From an optimization exercise on the open Yosys and OpenROAD flow, aimed at small area, a short achievable clock period and few clock cycles per item; shortcuts taken in it are not production practice.
The RTL was checked by simulation tests, not by an equivalence proof against the original design.
No activity file was given, so power comes from the tool's default toggle rates.

Design rgb_ir_block, start of the top module:
module rgb_ir_block (
    input  wire        clk,
    input  wire        rst,           
    input  wire        op_valid,
    output wire        op_ready,
    input  wire [31:0] op_word,
    output reg         res_valid,     
    output reg  [7:0]  res_data,
    output wire        ir_valid,      
    output wire        ir_repeat,
    output wire [15:0] ir_addr,
    output wire [7:0]  ir_cmd,
    output wire [9:0]  duty_r,        
    output wire [9:0]  duty_g,
    output wire [9:0]  duty_b,
    output wire [2:0]  ch_en,
    output wire        gen_run,
    output wire        frame_ready,
    output reg         refused
);
    wire [3:0] op      = op_word[31:28];
    wire       z27_17  = (op_word[27:17] == 11'd0);
    wire       z16     = !op_word[16];
    wire       z15_8   = (op_word[15:8] == 8'd0);
    wire       z7_0    = (op_word[7:0] == 8'd0);
    wire       z27_8   = z27_17 && z16 && z15_8;
    wire       z27_0   = z27_8 && z7_0;
    wire is_out_write = (op_word[31:30] == 2'b11);
    wire is_edge      = (op == 4'h1) && z27_17;
    wire is_tick      = (op == 4'h2) && z27_17 && z16;
    wire is_deframe   = (op == 4'h3) && z27_0;
    wire is_enq       = (op == 4'h4) && z27_8;
    wire is_deq       = (op == 4'h5) && z27_0;
    wire is_rollover  = (op == 4'h6) && z27_0;
    wire is_drain     = (op == 4'h7) && z27_0;
    wire is_pwr_off   = (op == 4'h8) && z27_0;
    wire is_pwr_on    = (op == 4'h9) && z27_0;
    wire is_legal = is_out_write | is_edge | is_tick | is_deframe | is_enq |
                    is_deq | is_rollover | is_drain | is_pwr_off | is_pwr_on;
    wire busy_next;       
    wire ir_stall_next;   
    wire busy;
    reg  ready_r;         
    reg  en_r;            
    assign op_ready = ready_r;
    wire go = op_valid && en_r;
    wire refused_next = refused || (go && !is_legal);
    always @(posedge clk) begin
        if (rst) begin
            refused <= 1'b0;
            ready_r <= 1'b1;
            en_r    <= 1'b1;
        end else begin
            refused <= refused_next;
            ready_r <= !busy_next && !ir_stall_next;
            en_r    <= !busy_next && !ir_stall_next && !refused_next;
        end
    end
    wire [7:0] head;
    wire [7:0] ticks;
    ir_decoder u_ir (
        .clk         (clk),
        .rst         (rst),
  ...
Size: about 2400 cells after synthesis, about 290 flip-flops, ~0.017 mm2 of cells after synthesis.
clock: 6.5 ns
lec_check: 0
abc_area: 1
cap_margin: 20
core_margin: 2
core_utilization: 60
setup_slack_margin: 4.0
slew_margin: 20
synth_memory_max_bits: 65536
tns_end_percent: 100
run.sh (not shown) runs the stock make flow with config.mk's settings and CLKGATE_MAP_FILE= SYNTH_SCRIPT=/design/flow/synth_recipe.tcl, a recipe that flattens the netlist after the stock synthesis.
The starting point went through all stages and came out clean.
Testbench counts at the start, summed over its fixed seeds: cycles 167,566, ops 160,000.
Edit:
==> flow/flow/run.sh (new file) <==
#!/bin/bash
# The standard layout, except that the port buffers that buffer_ports
# inserts are plain buf_2 cells rather than the delay cells it picks by
# default. make's full output goes to standard.log; ORFS keeps each tool's
# log under orfs/logs/.
set -euo pipefail
export BUFFER_PORTS_ARGS="-buffer_cell sky130_fd_sc_hd__buf_2"
bash standard.sh > standard.log 2>&1
==> flow/standard.sh (new file) <==
#!/bin/bash
# synth_recipe.tcl (not shown) runs the flow's synth.tcl, then flattens the netlist and writes it again
# the make line also repeats each setting of config.mk as NAME=value (left out here)
make -C /OpenROAD-flow-scripts/flow DESIGN_CONFIG=/design/flow/config.mk WORK_HOME=/design/flow/orfs CLKGATE_MAP_FILE= SYNTH_SCRIPT=/design/flow/synth_recipe.tcl "${@:-finish}"
CORE_UTILIZATION = 40   (was 60)
TNS_END_PERCENT = 0   (was 100)
removed: flow/run.sh
What happened:
- total power falls by 2.4%
- sequential power is about the same
- wire length goes down by 6.3%
- cell count is higher by 2.3%
- die area rose by 49%
- clock power goes up by about 5%
- core utilization came out lower by 31 points
- combinational power came out lower by 16%
- global-route usage shrinks by 12 points
Edit:
SETUP_SLACK_MARGIN = 3.9   (was 4.0)
TNS_END_PERCENT = 100   (was 0)
Final cell count grows by 0.92%.
Clock-buffer cell count fell by 4.
Synthesized area is unchanged.
Sequential share of layout area goes down by 1.4 points.
Wire length rises by 2.5%.
Global-route usage shrinks by 0.19 points.
Clock power stays flat.
Hold slack is about the same.
Flip-flop and latch count stays the same.
Die area does not change.
Edit:
==> flow/run.sh (new file) <==
#!/bin/bash
# synth_recipe.tcl (not shown) runs the flow's synth.tcl, then flattens the netlist and writes it again
# the make line also repeats each setting of config.mk as NAME=value (left out here)
make -C /OpenROAD-flow-scripts/flow DESIGN_CONFIG=/design/flow/config.mk WORK_HOME=/design/flow/orfs CLKGATE_MAP_FILE= SYNTH_SCRIPT=/design/flow/synth_recipe.tcl finish
SETUP_SLACK_MARGIN = 4.3   (was 3.9)
TNS_END_PERCENT = 20   (was 100)
removed: flow/flow/run.sh
removed: flow/standard.sh
Power increases by a few percent.
Die area stays the same.
Routed wire length increases by a few percent.
Clock power is about the same.
Non-clock buffer count increases by 54.
Final cell count increases slightly.
Cell area increases by a few percent.

rgb_ir_block again, from the RTL that the note above started with.
export LEC_CHECK = 0
export ABC_AREA = 1
export CAP_MARGIN = 20
export CORE_MARGIN = 2
export CORE_UTILIZATION = 40
export SETUP_SLACK_MARGIN = 4.0
export SLEW_MARGIN = 20
export SYNTH_MEMORY_MAX_BITS = 65536
export TNS_END_PERCENT = 100
create_clock -name core_clock -period 6.5 [get_ports {clk}]
standard.sh (not shown) runs the stock make flow with config.mk's settings and CLKGATE_MAP_FILE= SYNTH_SCRIPT=/design/flow/synth_recipe.tcl, a recipe that flattens the netlist after the stock synthesis.
==> flow/flow/run.sh <==
#!/bin/bash
# The standard layout, except that the port buffers that buffer_ports
# inserts are plain buf_1 cells rather than the delay cells it picks by
# default. make's full output goes to standard.log; ORFS keeps each tool's
# log under orfs/logs/.
set -euo pipefail
export BUFFER_PORTS_ARGS="-buffer_cell sky130_fd_sc_hd__buf_1"
bash standard.sh > standard.log 2>&1
The starting point completed without violations.
Testbench counts at the start, summed over its fixed seeds: cycles 167,566, ops 160,000.
Change:
==> flow/run.sh (new file) <==
#!/bin/bash
# synth_recipe.tcl (not shown) runs the flow's synth.tcl, then flattens the netlist and writes it again
# the make line also repeats each setting of config.mk as NAME=value (left out here)
make -C /OpenROAD-flow-scripts/flow DESIGN_CONFIG=/design/flow/config.mk WORK_HOME=/design/flow/orfs CLKGATE_MAP_FILE= SYNTH_SCRIPT=/design/flow/synth_recipe.tcl finish
Settings changed: CORE_UTILIZATION 40 to 60, TNS_END_PERCENT 100 to 0.
removed: flow/flow/run.sh
removed: flow/standard.sh
The new run finished with timing, DRC and antenna clean.
Sequential power stays flat.
Via count hardly moves.
Setup slack got worse by 110 ps.
Combinational power falls by about 10%.
Sequential cell count does not change.
Final area falls by 6.7%.
Clock skew rises by 22 ps.
Utilization rises by 21 points.
Clock power falls by about 7%.
Wire length falls by 14%.
Change:
Settings changed: CORE_UTILIZATION 60 to 40, TNS_END_PERCENT 0 to default.
What happened: The changed run finished with timing, DRC and antenna clean; total power went up by 9.2%; area after synthesis is unchanged; global-route usage went down by 7.8 points; clock-buffer cell count went up by 13; worst hold slack loses 7.4 ps; register-to-register slack gains 250 ps.
Change:
Settings changed: SETUP_SLACK_MARGIN 4.0 to 3.6.
Wire length drops by about 7.5%.
Setup slack is worse by 340 ps.
Cell count shrinks by about 3%.
Sequential share of layout area increases by 2.9 points.
Count of clock-buffer cells in the layout fell by 7.
Combinational power goes down by 16%.
Hold slack barely changes.
Global-route usage went down by 2.3 points.
Via count falls by about 5%.
Change:
==> flow/flow/run.sh (new file) <==
#!/bin/bash
# The standard layout, except that the port buffers that buffer_ports
# inserts are plain buf_2 cells rather than the delay cells it picks by
# default. make's full output goes to standard.log; ORFS keeps each tool's
# log under orfs/logs/.
set -euo pipefail
export BUFFER_PORTS_ARGS="-buffer_cell sky130_fd_sc_hd__buf_2"
bash standard.sh > standard.log 2>&1
==> flow/standard.sh (new file) <==
#!/bin/bash
# synth_recipe.tcl (not shown) runs the flow's synth.tcl, then flattens the netlist and writes it again
# the make line also repeats each setting of config.mk as NAME=value (left out here)
make -C /OpenROAD-flow-scripts/flow DESIGN_CONFIG=/design/flow/config.mk WORK_HOME=/design/flow/orfs CLKGATE_MAP_FILE= SYNTH_SCRIPT=/design/flow/synth_recipe.tcl "${@:-finish}"
Settings changed: PLACE_DENSITY from default to 0.75, SETUP_SLACK_MARGIN 3.6 to 4.0, TNS_END_PERCENT from default to 100.
removed: flow/run.sh
Outcome: The new run completed with no timing, DRC or antenna violations; setup slack gets better by 320 ps; die area does not change; utilization climbs by 0.54 points; critical path depth shrinks by 3; synthesized area does not change; wire length goes up by a few percent; first-iteration DRC count rose by roughly a tenth; cell area rose slightly; sequential cell count is unchanged; clock power fell by roughly a tenth; clock-buffer cell count fell by 17.

Starting RTL as in the previous note.
Design rgb_ir_block, start of the top module:
module rgb_ir_block (
    input  wire        clk,
    input  wire        rst,           
    input  wire        op_valid,
    output wire        op_ready,
    input  wire [31:0] op_word,
    output reg         res_valid,     
    output reg  [7:0]  res_data,
    output wire        ir_valid,      
    output wire        ir_repeat,
    output wire [15:0] ir_addr,
    output wire [7:0]  ir_cmd,
    output wire [9:0]  duty_r,        
    output wire [9:0]  duty_g,
    output wire [9:0]  duty_b,
    output wire [2:0]  ch_en,
    output wire        gen_run,
    output wire        frame_ready,
    output reg         refused
);
Settings: LEC_CHECK=0, ABC_AREA=1, CAP_MARGIN=20, CORE_MARGIN=2, CORE_UTILIZATION=40, SETUP_SLACK_MARGIN=3.8, SLEW_MARGIN=20, SYNTH_MEMORY_MAX_BITS=65536; clock period 6.5 ns.
run.sh (not shown) runs the stock make flow with config.mk's settings and CLKGATE_MAP_FILE= SYNTH_SCRIPT=/design/flow/synth_recipe.tcl, a recipe that flattens the netlist after the stock synthesis.
Stock flow here: none of the scripts above is used.
The baseline went through all stages and came out clean.
Testbench counts at the start, summed over its fixed seeds: cycles 167,566, ops 160,000.
Next try:
==> flow/flow/run.sh (new file) <==
#!/bin/bash
# The standard layout, except that the port buffers that buffer_ports
# inserts are plain buf_2 cells rather than the delay cells it picks by
# default. make's full output goes to standard.log; ORFS keeps each tool's
# log under orfs/logs/.
set -euo pipefail
export BUFFER_PORTS_ARGS="-buffer_cell sky130_fd_sc_hd__buf_2"
bash standard.sh > standard.log 2>&1
==> flow/standard.sh (new file) <==
#!/bin/bash
# synth_recipe.tcl (not shown) runs the flow's synth.tcl, then flattens the netlist and writes it again
# the make line also repeats each setting of config.mk as NAME=value (left out here)
make -C /OpenROAD-flow-scripts/flow DESIGN_CONFIG=/design/flow/config.mk WORK_HOME=/design/flow/orfs CLKGATE_MAP_FILE= SYNTH_SCRIPT=/design/flow/synth_recipe.tcl "${@:-finish}"
- SETUP_SLACK_MARGIN: 3.8 -> 4.2
- TNS_END_PERCENT: not set -> 100
removed: flow/run.sh
What happened: Synthesized area does not change; clock-buffer cell count rises by 2; die area stays the same; cell area rises by 7.5%; setup slack is worse by 0.0045 ns; register-to-register slack is better by 0.20 ns; power falls by 0.53%; hold slack is better by 0.0045 ns; via count rises by 3.7%.
Next try:
- SETUP_SLACK_MARGIN: 4.2 -> 4.0
After rerunning: Sequential cell count is unchanged. Clock-buffer cell count came out lower by 13. Total power came out lower by 2.0%.
Next try:
- TNS_END_PERCENT: 100 -> 30
What happened: Worst setup slack got worse by 0.12 ns. Sequential share of layout area drops by 0.60 points. Power climbs by 3.0%. Final area climbs by 2.0%.

what the ideal ports hide:
The flow's constraints put no driver on any port. The routed layouts listed below were extracted and timed again, unchanged, in two steps.
Step 1 assumes that a clkbuf_16 drives the clock port and a buf_2 every other input.
Step 2 adds t to the input delays and takes it off the output delays; t is the mean of the earliest and latest rising clock arrival at the registers after step 1. Input paths then give back, and output paths get back, about the clock's delay inside the block.
a / b / c = ideal ports / drivers / drivers and shift; a / b = the first two.
run	t, ns	setup WS [ns]	worst setup path at the end	clock arrival spread, ns
the first run of note 1	0.611	3.463 / 3.487 / 2.876	input to register	0.053 / 0.054
the second run of note 1	0.585	3.759 / 3.759 / 3.260	input to register	0.023 / 0.022
the third run of note 1	0.585	3.899 / 3.857 / 3.272	input to register	0.036 / 0.036
the fourth run of note 1	0.613	3.862 / 3.862 / 3.304	input to register	0.019 / 0.019
the first run of note 2	0.578	3.786 / 3.789 / 3.215	input to register	0.027 / 0.026
the second run of note 2	0.605	3.673 / 3.620 / 3.123	input to register	0.045 / 0.045
the third run of note 2	0.583	3.885 / 3.890 / 3.308	input to register	0.031 / 0.031
the fourth run of note 2	0.602	3.542 / 3.542 / 3.058	input to register	0.030 / 0.030
the fifth run of note 2	0.599	3.863 / 3.892 / 3.293	input to register	0.027 / 0.027
the first run of note 3	0.578	3.818 / 3.803 / 3.262	input to register	0.020 / 0.020
the second run of note 3	0.609	3.814 / 3.819 / 3.210	input to register	0.016 / 0.016
the third run of note 3	0.621	3.928 / 3.928 / 3.341	input to register	0.027 / 0.028
the fourth run of note 3	0.631	3.811 / 3.824 / 3.193	input to register	0.015 / 0.015
After both steps every run listed still meets setup and hold. The setup slack of the third run of note 1, which loses most, moves by -0.042 ns with the drivers and by -0.627 ns with both steps.
